What follows belongs to an exercise in optimizing a design on an open flow for a short achievable clock period; a production flow would make more cautious choices.

== the previous run ==
## srvmux
module srvmux (
    input  wire        clk,
    input  wire        rst,           
    input  wire        tick,
    input  wire        cmd_valid,
    input  wire [47:0] cmd,
    output reg         resp_valid,
    output wire [39:0] resp,
    output wire        servo_out,
    output wire [3:0]  addr,
    output wire        step_out,
    output reg         ev_step_fire,
    output reg         ev_step_wrap,
    output reg         ev_div,
    output reg         ev_mux,
    output reg         ev_wdt
);
    reg [191:0] pw;           
    reg [3:0]   idx;
    reg [11:0]  pulse;        
    reg [11:0]  scnt;
    reg         servo;        
    reg [15:0]  tcnt;
    reg [15:0]  ocr_s;
    reg [31:0]  rem;
    reg         step_en;
    reg         deferred;
    reg         in_step;
    reg [15:0]  ocr_d;
    reg         div_en;
    reg [3:0]   cnt_ms;
    reg [4:0]   cnt_10ms;
    reg [1:0]   cnt_250ms;
    reg         f10ms;
    reg         f250ms;
    reg         f1s;
    reg [1:0]   rsp_status;
    reg [31:0]  rsp_data;
    assign resp      = {6'd0, rsp_status, rsp_data};
    assign servo_out = servo;
    assign addr      = idx;
    assign step_out  = in_step;
    wire [15:0] tp1    = tcnt + 16'd1;
    wire        rem_z  = (rem == 32'd0);
    wire        rem_lt = (rem[31:16] == 16'd0);            
    wire [15:0] base   = rem_z ? tcnt : ocr_s;
    wire [15:0] basem  = base - 16'd10000;
    wire [15:0] xa     = tp1 - base;                       
    wire        m0     = (tp1 == ocr_s);
    wire        mb     = (tp1 == basem);
    wire        mc     = (tp1 == base);
    wire        dm     = (tp1 == ocr_d);
    wire        w1     = (rem[31:17] == 15'd0);             
    wire        w2     = (rem < 32'd141072);                
  ...
Size: roughly 3500 cells after synthesis, about 360 flip-flops, about 26000 sq um of cells after synthesis.
==> flow/config.mk <==
export PLATFORM = sky130hd
export DESIGN_NAME = srvmux
export DESIGN_NICKNAME = srvmux
export VERILOG_FILES = /design/flow/design.v
export SDC_FILE = /design/flow/constraint.sdc
export NUM_CORES = 4
export LEC_CHECK = 0
export ABC_CLOCK_PERIOD_IN_PS = 2500
export CAP_MARGIN = 20
export CELL_PAD_IN_SITES_DETAIL_PLACEMENT = 1
export CELL_PAD_IN_SITES_GLOBAL_PLACEMENT = 2
export CORE_MARGIN = 2
export CORE_UTILIZATION = 35
export PLACE_DENSITY = 0.5
export SLEW_MARGIN = 20
==> flow/constraint.sdc <==
create_clock -name core_clock -period 10.0 [get_ports {clk}]
set_input_delay 2.0000 -clock core_clock [delete_from_list [all_inputs] [get_ports {clk}]]
set_output_delay 2.0000 -clock core_clock [all_outputs]
set_load 0.01 [all_outputs]
standard.sh (not shown) runs the stock make flow with config.mk's settings and CLKGATE_MAP_FILE= SYNTH_SCRIPT=/design/flow/synth_recipe.tcl, a recipe that flattens the netlist after the stock synthesis.
==> flow/flow/run.sh <==
#!/bin/bash
# Standard ORFS layout, with timing repair aimed at a tighter target than the
# clock period: repair_timing keeps working until setup slack reaches the margin.
set -euo pipefail
bash standard.sh SETUP_SLACK_MARGIN=7.2 finish > standard_flow.log 2>&1
Although it ran to completion, the previous run produced a layout that fails the final checks because of max-capacitance violations, max-slew violations.
Input changes introduced in the current run (baseline for comparison: the previous run):
- SETUP_SLACK_MARGIN now 5, previously not set
==> flow/run.sh (new file) <==
#!/bin/bash
# synth_recipe.tcl (not shown) runs the flow's synth.tcl, then flattens the netlist and writes it again
# the make line also repeats each setting of config.mk as NAME=value (left out here)
make -C /OpenROAD-flow-scripts/flow DESIGN_CONFIG=/design/flow/config.mk WORK_HOME=/design/flow/orfs CLKGATE_MAP_FILE= SYNTH_SCRIPT=/design/flow/synth_recipe.tcl finish
removed: flow/flow/run.sh
removed: flow/standard.sh
Results
Looking across the current run and the previous run, the single run that reached the end with no open violations was the current run. Every stage of the previous run finished as expected; the final checks, on the other hand, flagged max-capacitance violations, max-slew violations, which means the layout fails. Placed instance count, the current run and the previous run: higher on the previous run. Comparing the two runs side by side, the current run comes out ahead of the previous run on total wire length. The number of antenna repair diodes of the current run is higher than that of the previous run. Between the current run and the previous run, the via total after detailed routing is higher for the previous run. From the previous run to the current run the numbers moved as follows: setup slack after layout fell by 0.10 ns, highest attainable clock frequency fell by about 1.9%.
No functional check of the RTL was part of any run of this note.

separate check: timing with driven ports:
The flow's constraints put no driver on any port. The routed layouts listed below were extracted and timed again, unchanged, in two steps. Step 1 sets driving cells, clkbuf_16 on the clock port and buf_2 on the other inputs (assumed; they add their load-dependent delay and slew). Step 2 also shifts input and output timing later by t, the mid clock arrival at the registers, as if the neighbouring blocks saw the same clock. Slacks: ideal ports / drivers / drivers and shift; pairs: ideal ports / drivers.
| run | shift t [ns] | setup slack, ns | hold slack, ns |
|---|---|---|---|
| the previous run | 0.670 | 4.685 / 4.727 / 4.057 | 0.489 / 0.489 / 0.489 |
| the current run | 0.656 | 4.584 / 4.618 / 3.962 | 0.487 / 0.487 / 0.487 |
For the previous run, which loses most, drivers alone change the setup slack by +0.042 ns; drivers and shift together by -0.628 ns.
